Context: an optimization exercise on an open-source flow, tuned for small area, a short achievable clock period and few clock cycles per item. The choices shown serve that exercise and are no tape-out recipe. Only simulation tests tie the RTL to the original design; equivalence was not proved. Power is estimated from default activity; no workload was simulated.

// saes_core
module saes_core (
    input  wire        clk,
    input  wire        rst,
    input  wire        cmd_valid,
    output wire        cmd_ready,
    input  wire [23:0] cmd,
    output wire        rsp_valid,
    input  wire        rsp_ready,
    output wire        rsp_err,
    output wire [15:0] rsp_data
);
Size in the first run: ~2,200 cells after synthesis, about 120 flip-flops, roughly 47 I/O pins, about 14,000 sq um of cells after synthesis.
export LEC_CHECK = 0
export ABC_AREA = 1
export CAP_MARGIN = 20
export CORE_MARGIN = 2
export CORE_UTILIZATION = 50
export SETUP_SLACK_MARGIN = 3
export SLEW_MARGIN = 20
create_clock -name core_clock -period 10.0 [get_ports {clk}]
standard.sh (not shown) runs the stock make flow with config.mk's settings and CLKGATE_MAP_FILE= SYNTH_SCRIPT=/design/flow/synth_recipe.tcl, a recipe that flattens the netlist after the stock synthesis.
==> flow/flow/run.sh <==
#!/bin/bash
# Layout flow: the standard layout (standard.sh), with these changes:
#  - synthesis: Yosys's adder extraction is skipped (ADDER_MAP_FILE empty), so the
#    XOR-heavy cipher logic is mapped by ABC instead of being frozen into half-adder
#    cells, and ABC maps with flow/abc.script (deep AIG resynthesis until 20 rounds bring no gain, then area mapping)
#    in place of ORFS's abc_area.script;
#  - placement: every input and output port still gets its own buffer, but a buf_4
#    rather than the default choice (a slow delay cell).
# Everything else, including register names and cell types, is the standard flow's.
set -euo pipefail
export FLOW_WORK="$PWD"
export FLOW_ABC_SCRIPT="$PWD/flow/abc.script"
bash standard.sh ADDER_MAP_FILE= SYNTH_SCRIPT="$PWD/flow/synth.tcl" \
  BUFFER_PORTS_ARGS="-buffer_cell sky130_fd_sc_hd__buf_4" finish > standard_flow.log 2>&1
==> flow/flow/abc.script <==
strash
&get -n
&deepsyn -J 20 -T 600
&put
dch -f
map -a
topo
stime -c
buffer -c
upsize -c
dnsize -c
==> flow/flow/synth.tcl <==
# The standard flow's synthesis script (synth_recipe.tcl), with ABC's -script replaced by this flow's.
proc abc {args} {
  set i [lsearch -exact $args -script]
  if { $i >= 0 } { lset args [expr { $i + 1 }] $::env(FLOW_ABC_SCRIPT) }
  yosys abc {*}$args
}
source $::env(FLOW_WORK)/synth_recipe.tcl
Testbench counts at the start, summed over its fixed seeds: cycles 80,887, cmds 75,981.
==> next run, changes <==
--- a/flow/config.mk
+++ b/flow/config.mk
@@ -12,2 +12,3 @@
 export SETUP_SLACK_MARGIN = 3
 export SLEW_MARGIN = 20
+export TNS_END_PERCENT = 20
Sequential power barely changes.
Global-route usage goes down by 0.24 points.
Maximum frequency went down by 2.1%.
Non-clock buffer count decreases by 8.
Design area is lower by 0.60%.
Register-to-register slack gets worse by 0.11 ns.
Via count is about the same.

* * *

== v3 ==
saes_core again, from the RTL that the note above started with.
## saes_core
module saes_core (
    input  wire        clk,
    input  wire        rst,
    input  wire        cmd_valid,
    output wire        cmd_ready,
    input  wire [23:0] cmd,
    output wire        rsp_valid,
    input  wire        rsp_ready,
    output wire        rsp_err,
    output wire [15:0] rsp_data
);
    localparam [7:0] OP_RDST  = 8'h01, OP_RST   = 8'h02, OP_GFM   = 8'h10,
                     OP_SBX   = 8'h20, OP_ISBX  = 8'h21, OP_SBB   = 8'h22,
                     OP_ISBB  = 8'h23, OP_LDS   = 8'h30, OP_RDS   = 8'h31,
                     OP_RDN   = 8'h32, OP_WRN   = 8'h33, OP_RDM   = 8'h34,
                     OP_WRM   = 8'h35, OP_RTN   = 8'h36, OP_LDK   = 8'h40,
                     OP_RDK   = 8'h41, OP_KEXP  = 8'h42, OP_RDW   = 8'h43,
                     OP_RDRK  = 8'h44, OP_ARK   = 8'h50, OP_ARKI  = 8'h51,
                     OP_SUBN  = 8'h52, OP_ISUBN = 8'h53, OP_MIXC  = 8'h54,
                     OP_IMIXC = 8'h55, OP_SHRW  = 8'h56, OP_ENC   = 8'h58,
                     OP_DEC   = 8'h59, OP_TRC   = 8'h60, OP_RDTI  = 8'h61,
                     OP_RDTS  = 8'h62, OP_RDTK  = 8'h63, OP_RDTW  = 8'h64;
    localparam [2:0] E_ILLEGAL = 3'd1, E_INDEX = 3'd2, E_NOKEY = 3'd3, E_NOTRACE = 3'd4;
    localparam [15:0] SB0 = 16'hC8B9, SB1 = 16'hEB0C, SB2 = 16'hF192, SB3 = 16'h705D;
    localparam [15:0] IB0 = 16'h48BE, IB1 = 16'h8DA9, IB2 = 16'hF1A2, IB3 = 16'hD0CD;
    function [3:0] sbox;
        input [3:0] n;
        sbox = {SB3[n], SB2[n], SB1[n], SB0[n]};
    endfunction
    function [3:0] isbox;
        input [3:0] n;
        isbox = {IB3[n], IB2[n], IB1[n], IB0[n]};
    endfunction
    function [3:0] xt;
        input [3:0] a;
        xt = {a[2:0], 1'b0} ^ (a[3] ? 4'h3 : 4'h0);
    endfunction
    function [3:0] gfmul;
        input [3:0] a;
        input [3:0] b;
        reg   [3:0] a1, a2, a3;
        begin
            a1 = xt(a);
            a2 = xt(a1);
            a3 = xt(a2);
            gfmul = (b[0] ? a : 4'h0) ^ (b[1] ? a1 : 4'h0) ^
                    (b[2] ? a2 : 4'h0) ^ (b[3] ? a3 : 4'h0);
        end
    endfunction
    function [3:0] mul2;
        input [3:0] a;
        mul2 = xt(a);
    endfunction
    function [3:0] mul4;
        input [3:0] a;
        mul4 = xt(xt(a));
    endfunction
    function [3:0] mul9;
        input [3:0] a;
        mul9 = xt(xt(xt(a))) ^ a;
  ...
clock: 10.0 ns
lec_check: 0
abc_area: 1
cap_margin: 20
core_margin: 2
core_utilization: 45
setup_slack_margin: 3.3
slew_margin: 20
Scripts as last shown in full above: flow/flow/run.sh, flow/flow/abc.script, flow/flow/synth.tcl
Testbench counts of v3, summed over its fixed seeds: cycles 80,887, cmds 75,981.
Input changes introduced in v41 (baseline for comparison: v3):
- a change of SETUP_SLACK_MARGIN from 3.3 to 3
- a change of CORE_UTILIZATION from 45 to 55
- Comparing v3 and v41, the lower first-pass GRT wire length is on v41.
- v3 was larger in final cell area than v41.
- v41 — minimum clock period after layout 0.29 ns higher, v3 as reference
- Higher stage delay of the slowest cell on the critical path goes to v41 over v3.
- Via count in v41 vs v3: down 1.0%
- Row first-pass iteration count of the detailed router: v41 higher / v3 lower
- [compare] base=v3 new=v41: setup slack went down, wire length on met3 did not really move, power went down, wire length went down.
Edits applied to the flow inputs when going from v41 to v44:
- CORE_UTILIZATION now 40, was 55
- SETUP_SLACK_MARGIN now 2.7, was 3
Notes after the runs:
Global-route met2 utilization ends up higher on v41. Compared with v41, the detailed router inserted fewer vias in v44. On wire length: v44 sits above v41.

==> re-timing with driven ports <==
The flow's constraints put no driver on any port. The routed layouts listed below were extracted and timed again, unchanged, in two steps.
Step 1 sets driving cells, clkbuf_16 on the clock port and buf_2 on the other inputs (assumed; they add their load-dependent delay and slew).
Step 2 also shifts input and output timing later by t, the mid clock arrival at the registers, as if the neighbouring blocks saw the same clock.
Three values: ideal ports, drivers, drivers and shift; two values: the first two.
run	shift t [ns]	setup WS [ns]	worst register clock-pin slew, ns
the first run of note 1	0.502	2.938 / 2.905 / 2.905	0.08 / 0.08
the second run of note 1	0.502	2.789 / 2.757 / 2.757	0.08 / 0.08
v3	0.504	3.234 / 3.147 / 3.147	0.09 / 0.09
v41	0.501	2.941 / 2.905 / 2.905	0.08 / 0.08
v44	0.513	2.616 / 2.592 / 2.592	0.07 / 0.07
After both steps setup and hold are still met in every run listed. The setup slack of v3, which loses most, moves by -0.087 ns with the drivers and by -0.087 ns with both steps.
